This design comes from an exercise in tuning for small area, a short achievable clock period and few clock cycles on the open sky130 flow, not from production work.
In this exercise RTL edits were held to simulation tests only and were not proved equivalent to the original.
No activity file was given, so power comes from the tool's default toggle rates.

Setup of the previous run:
Design crc16m, start of the top module:
module crc16m (
    input  wire        clk,
    input  wire        rst,
    input  wire        bus_valid,
    input  wire        bus_write,
    input  wire [7:0]  bus_addr,
    input  wire [2:0]  bus_size,
    input  wire [31:0] bus_wdata,
    output wire        bus_ready,
    output reg  [31:0] bus_rdata,
    output wire        bus_err,
    input  wire        rx_valid,
    input  wire        rx_lerr,
    input  wire [7:0]  rx_data,
    output wire        rx_ready,
    output wire        tx_valid,
    output wire [7:0]  tx_data,
    input  wire        tx_ready,
    output wire        tx_busy,
    output wire        irq,
    output wire [22:0] linecfg
);
Size in the first run: ~3400 cells after synthesis, roughly 1000 flip-flops, about 130 I/O pins, roughly 46000 sq um of cells after synthesis.
clock: 7.0 ns
lec_check: 0
cap_margin: 20
core_margin: 2
core_utilization: 40
cts_cluster_diameter: 100
cts_cluster_size: 20
place_density: 0.6
setup_slack_margin: 2.5
slew_margin: 20
buffer_ports_args: -buffer_cell sky130_fd_sc_hd__buf_2
standard.sh (not shown) runs the stock make flow with config.mk's settings and CLKGATE_MAP_FILE= SYNTH_SCRIPT=/design/flow/synth_recipe.tcl, a recipe that flattens the netlist after the stock synthesis.
==> flow/flow/run.sh <==
#!/bin/bash
# Standard layout, except that the port buffers are buf_2 cells rather than
# the default (a slow delay-buffer cell that the resizer cannot swap out).
set -o pipefail
echo 'export BUFFER_PORTS_ARGS = -buffer_cell sky130_fd_sc_hd__buf_2' >> config.mk
export BUFFER_PORTS_ARGS="-buffer_cell sky130_fd_sc_hd__buf_2"
bash standard.sh 2>&1 | tee standard.log
The previous run was carried through to the last stage, and its layout satisfied the timing, DRC and antenna checks.
Testbench counts of the previous run, summed over its fixed seeds: cycles 20,518.
[inputs] the current run vs the previous run
diff --git a/flow/design.v b/flow/design.v
--- a/flow/design.v
+++ b/flow/design.v
@@ -50,17 +50,16 @@
         end
     endfunction
     reg [15:0] crc;
     reg [15:0] tx_crc;
     reg [7:0]  txq [0:TXCAP-1];
     reg [4:0]  tx_head;
-    reg [4:0]  tx_tail;
+    reg [4:0]  tx_tail;       
     reg [5:0]  tx_cnt;
     reg [7:0]  rxb [0:RXCAP-1];
     reg [5:0]  rx_head;
-    reg [5:0]  rx_tail;
     reg [6:0]  rx_cnt;
     reg [15:0] rx_crc;        
     reg [1:0]  rx_mode;
     reg [6:0]  rx_len;        
     reg [15:0] rx_rd;
     reg [15:0] rx_disc;
@@ -185,27 +184,27 @@
         for (j = 7; j >= 0; j = j - 1) begin
             if (lead[j])
                 drop_c = drop_c ^ drop_g;
             drop_g = mulx(drop_g);
         end
     end
+    wire [5:0] rx_tail = rx_head + rx_cnt[5:0];
     always @(posedge clk) begin
         if (rx_room)
             rxb[rx_tail] <= rx_data;
     end
     wire [5:0] rx_hr1    = rx_head + rx_rd[5:0] + 6'd1;
     wire [5:0] rx_hw     = rx_head + bus_wdata[5:0];
     wire       rd_ok_inc = ({9'd0, rx_rd[6:0] + 7'd1} < {9'd0, rx_cnt});
-    wire       rd_ok_app = (rx_rd <= {9'd0, rx_cnt});
     wire       rd_ok_ptr = (bus_wdata[15:0] < {9'd0, rx_cnt});
     wire       rd_at_tail  = (rx_rd == {9'd0, rx_cnt});        
+    wire       rd_ok_app   = rd_ok || rd_at_tail;               
     wire       rd_p_tail   = (rd_p == rx_tail);                 
     always @(posedge clk) begin
         if (rst) begin
             rx_head <= 6'd0;
-            rx_tail <= 6'd0;
             rx_cnt  <= 7'd0;
             rx_rd   <= 16'd0;
             rd_p    <= 6'd1;
             rd_ok   <= 1'b0;
             pst     <= P_NORM;
             b0_ok   <= 1'b0;
@@ -221,27 +220,24 @@
         end else if (need_b0) begin
             rd_p <= rx_head;
             pst  <= P_B0;
         end else begin
             if (do_arm) begin
                 rx_head <= 6'd0;
-                rx_tail <= 6'd0;
                 rx_cnt  <= 7'd0;
                 rx_rd   <= 16'd0;
                 rd_p    <= 6'd1;
                 rd_ok   <= 1'b0;
                 b0_ok   <= 1'b0;
             end
             if (hunt_drop) begin
                 rx_head <= rx_head + 6'd1;
-                rx_tail <= rx_tail + 6'd1;
                 rd_q    <= rd_p_tail ? rx_data : rd_byte;
                 rd_p    <= rd_p + 6'd1;
                 b0_ok   <= 1'b0;
             end else if (rx_append) begin
-                rx_tail <= rx_tail + 6'd1;
                 rx_cnt  <= rx_cnt + 7'd1;
                 rd_ok   <= rd_ok_app;
                 if (rd_at_tail)
                     rd_q <= rx_data;
                 if (rx_cnt == 7'd0) begin
                     rx_b0 <= rx_data;
Notes after the runs:
The current run finished every stage and its layout cleared the timing, DRC and antenna checks. Looking at layout buffer count excluding clock buffers, the current run sits below the previous run. In the flow results for the current run and the previous run, the post-layout net count is larger on the previous run. Est. power | the current run vs the previous run | the current run lower. Relative to the previous run, the combined area of all synthesized cells measured on the current run has decreased slightly. Proportion of synthesized chip area in sequential cells on the current run is up relative to the previous run. For the multiplexer area fraction after synthesis, the current run came in 0.26 points higher than the previous run did. Count of input and output buffers came out exactly the same in the current run and the previous run. Summary of the current run over the previous run: total number of vias shows a reduction of 599, die outline area now sits lower.
Testbench counts of the current run, summed over its fixed seeds: cycles 20,518.

-- re-timing with driven ports --
The flow's constraints put no driver on any port. The routed layouts listed below were extracted and timed again, unchanged, in two steps.
Step 1 assumes that a clkbuf_16 drives the clock port and a buf_2 every other input.
Step 2 moves the port delays by t, midway between the first and last clock arrival at a register: inputs arrive t later, outputs are due t later. That takes back most of the time a late clock gives input paths.
Slacks: ideal / step 1 / step 2; pairs: ideal / step 1.
run	t (ns)	setup slack, ns	worst setup path at the end	slew at the worst register clock pin (ns)
the previous run	0.739	2.140 / 2.074 / 1.841	input to register	0.10 / 0.10
the current run	0.739	2.431 / 2.360 / 1.871	input to register	0.10 / 0.10
After both steps every run listed still meets setup and hold. For the current run, which loses most, drivers alone change the setup slack by -0.071 ns; drivers and shift together by -0.560 ns.
